This design comes from an exercise in tuning for small area, a short achievable clock period and few clock cycles on the open sky130 flow, not from production work. No activity file was given, so power comes from the tool's default toggle rates.

Setup of violet:
==> flow/design.v (excerpt) <==
module pjv_engine (
    input  wire        clk,
    input  wire        rst,
    input  wire        reg_we,
    input  wire [3:0]  reg_addr,
    input  wire [31:0] reg_wdata,
    output reg  [31:0] reg_rdata,
    input  wire        kbuf_wr,       
    output wire        busy,
    output wire        kmem_re,
    output wire [16:0] kmem_addr,
    input  wire [7:0]  kmem_rdata,
    output wire        dmem_re,
    output wire [11:0] dmem_raddr,
    input  wire [7:0]  dmem_rdata,
    output wire        dmem_we,
    output wire [11:0] dmem_waddr,
    output wire [7:0]  dmem_wdata
);
For scale: about 190 flip-flops, about 140 I/O pins, about 17000 sq um of cells after synthesis.
==> module pjv_rdmux, before the edit <==
module pjv_rdmux (
    input  wire [3:0]  addr,
    input  wire        kvalid,
    input  wire        ok,
    input  wire [3:0]  errsub,
    input  wire [31:0] erract,
    input  wire [31:0] kbuf_len,
    input  wire [31:0] dlen,
    input  wire [15:0] klen,
    input  wire [16:0] klen8,
    input  wire [7:0]  jfreq,
    input  wire [23:0] jlen,
    output wire [31:0] rdata
);
    localparam [3:0] SUB_HEADER = 4'd1, SUB_LENGTH = 4'd3, SUB_TRUNCATED = 4'd4,
                     SUB_KEYLEN = 4'd5, SUB_BADCMD = 4'd7, SUB_DLEN = 4'd8;
    wire       err     = (errsub != 4'd0);
    wire [1:0] errcode = (errsub == SUB_BADCMD || errsub == SUB_DLEN) ? 2'd1 :
                         err ? 2'd2 : 2'd0;
    reg [16:0] errexp;
    always @(*) begin
        case (errsub)
            SUB_TRUNCATED: errexp = 17'd8;
            SUB_HEADER:    errexp = 17'hFF;
            SUB_LENGTH:    errexp = klen8;
            SUB_KEYLEN:    errexp = 17'd4;
            SUB_DLEN:      errexp = 17'd4096;
            default:       errexp = 17'd0;
        endcase
    end
    reg [31:0] g0, g1, g2;
    always @(*) begin
        case (addr[1:0])
            2'd0: begin g0 = 32'd0;                  g1 = {15'd0, errexp}; g2 = {16'd0, klen};  end
            2'd1: begin g0 = {29'd0, err, ok, kvalid}; g1 = erract;        g2 = {24'd0, jfreq}; end
            2'd2: begin g0 = {30'd0, errcode};       g1 = kbuf_len;        g2 = {8'd0, jlen};   end
            default: begin g0 = {28'd0, errsub};     g1 = dlen;            g2 = 32'd0;          end
        endcase
    end
    assign rdata = addr[3] ? ((addr[2] | ~kvalid) ? 32'd0 : g2) : (addr[2] ? g1 : g0);
endmodule
clock: 8.0 ns
lec_check: 0
cap_margin: 20
core_margin: 2
core_utilization: 50
setup_slack_margin: 4.0
slew_margin: 20
synth_hierarchical: 1
synth_minimum_keep_size: 0
tns_end_percent: 0
standard.sh (not shown) runs the stock make flow with config.mk's settings and CLKGATE_MAP_FILE= SYNTH_SCRIPT=/design/flow/synth_recipe.tcl, a recipe that flattens the netlist after the stock synthesis.
==> flow/flow/run.sh <==
#!/bin/bash
# Standard ORFS layout, with plain buffers (not delay cells) on the ports and
# no dummy balancing loads in the clock tree.
set -euo pipefail
export BUFFER_PORTS_ARGS="-buffer_cell sky130_fd_sc_hd__buf_2"
export CTS_ARGS="-sink_clustering_enable -repair_clock_nets -dont_use_dummy_load"
bash standard.sh > standard.log 2>&1
Input-level comparison between cedar and violet:
--- a/flow/design.v
+++ b/flow/design.v
@@ -46,12 +46,15 @@
     input  wire [31:0] dlen,
     input  wire [15:0] klen,
     input  wire [16:0] klen8,
     input  wire [7:0]  jfreq,
     input  wire [23:0] jlen,
-    output wire [31:0] rdata
+    output reg  [31:0] rdata
 );
+    localparam [3:0] R_STATUS = 4'd1, R_ERRCODE = 4'd2, R_ERRSUB = 4'd3,
+                     R_ERREXP = 4'd4, R_ERRACT = 4'd5, R_KBUF_LEN = 4'd6,
+                     R_DLEN = 4'd7, R_KLEN = 4'd8, R_JFREQ = 4'd9, R_JLEN = 4'd10;
     localparam [3:0] SUB_HEADER = 4'd1, SUB_LENGTH = 4'd3, SUB_TRUNCATED = 4'd4,
                      SUB_KEYLEN = 4'd5, SUB_BADCMD = 4'd7, SUB_DLEN = 4'd8;
     wire       err     = (errsub != 4'd0);
     wire [1:0] errcode = (errsub == SUB_BADCMD || errsub == SUB_DLEN) ? 2'd1 :
                          err ? 2'd2 : 2'd0;
@@ -64,20 +67,25 @@
             SUB_KEYLEN:    errexp = 17'd4;
             SUB_DLEN:      errexp = 17'd4096;
             default:       errexp = 17'd0;
         endcase
     end
-    reg [31:0] g0, g1, g2;
     always @(*) begin
-        case (addr[1:0])
-            2'd0: begin g0 = 32'd0;                  g1 = {15'd0, errexp}; g2 = {16'd0, klen};  end
-            2'd1: begin g0 = {29'd0, err, ok, kvalid}; g1 = erract;        g2 = {24'd0, jfreq}; end
-            2'd2: begin g0 = {30'd0, errcode};       g1 = kbuf_len;        g2 = {8'd0, jlen};   end
-            default: begin g0 = {28'd0, errsub};     g1 = dlen;            g2 = 32'd0;          end
+        case (addr)
+            R_STATUS:   rdata = {29'd0, err, ok, kvalid};
+            R_ERRCODE:  rdata = {30'd0, errcode};
+            R_ERRSUB:   rdata = {28'd0, errsub};
+            R_ERREXP:   rdata = {15'd0, errexp};
+            R_ERRACT:   rdata = erract;
+            R_KBUF_LEN: rdata = kbuf_len;
+            R_DLEN:     rdata = dlen;
+            R_KLEN:     rdata = kvalid ? {16'd0, klen} : 32'd0;
+            R_JFREQ:    rdata = kvalid ? {24'd0, jfreq} : 32'd0;
+            R_JLEN:     rdata = kvalid ? {8'd0, jlen} : 32'd0;
+            default:    rdata = 32'd0;
         endcase
     end
-    assign rdata = addr[3] ? ((addr[2] | ~kvalid) ? 32'd0 : g2) : (addr[2] ? g1 : g0);
 endmodule
 `timescale 1ns/10ps
 module pjv_engine (
     input  wire        clk,
     input  wire        rst,
==> results.txt <==
cedar vs violet: wire length up by a few percent. Of violet and cedar, violet shows the lower met3 track utilization from global routing, with cedar above it. From violet to cedar the numbers moved as follows: instance area after placement now sits lower, synthesized cell area decreased 1.9%, share of power burned in the clock network has increased, total net switching power went down by 1.9%. Higher distinct cell type count of the synthesized netlist among violet and cedar: cedar. Re number of buffers inserted by hold repair at cts: no difference whatsoever between cedar and violet. cedar against violet: time the worst path needs with I/O delays and setup went up by 0.18 ns, final standard cell area without fillers now sits lower, setup slack after placement shrank by 0.39 ns, via count of the routed design about even. Buffer and inverter count on the worst path was higher in violet than in cedar. Cmp cedar vs violet: ratio of final minimum period to clock period higher in cedar.
No functional check of the RTL was part of any run of this note.

[re-timing with driven ports]
No port has a modelled driver above. Below, the same layouts with a new extraction and two added sets of constraints.
Step 1 assumes that a clkbuf_16 drives the clock port and a buf_2 every other input.
Step 2 moves the port delays by t, midway between the first and last clock arrival at a register: inputs arrive t later, outputs are due t later. That takes back most of the time a late clock gives input paths.
Slacks: no drivers / after step 1 / after step 2; pairs: no drivers / after step 1.
run	shift t [ns]	setup slack, ns	worst setup path at the end	worst slew at a driven data input, ns
violet	0.510	3.289 / 3.148 / 3.083	input to register	0.22
cedar	0.514	3.113 / 3.018 / 2.969	input to register	0.21
After both steps every run listed still meets setup and hold. For violet, which loses most, drivers alone change the setup slack by -0.141 ns; drivers and shift together by -0.206 ns.
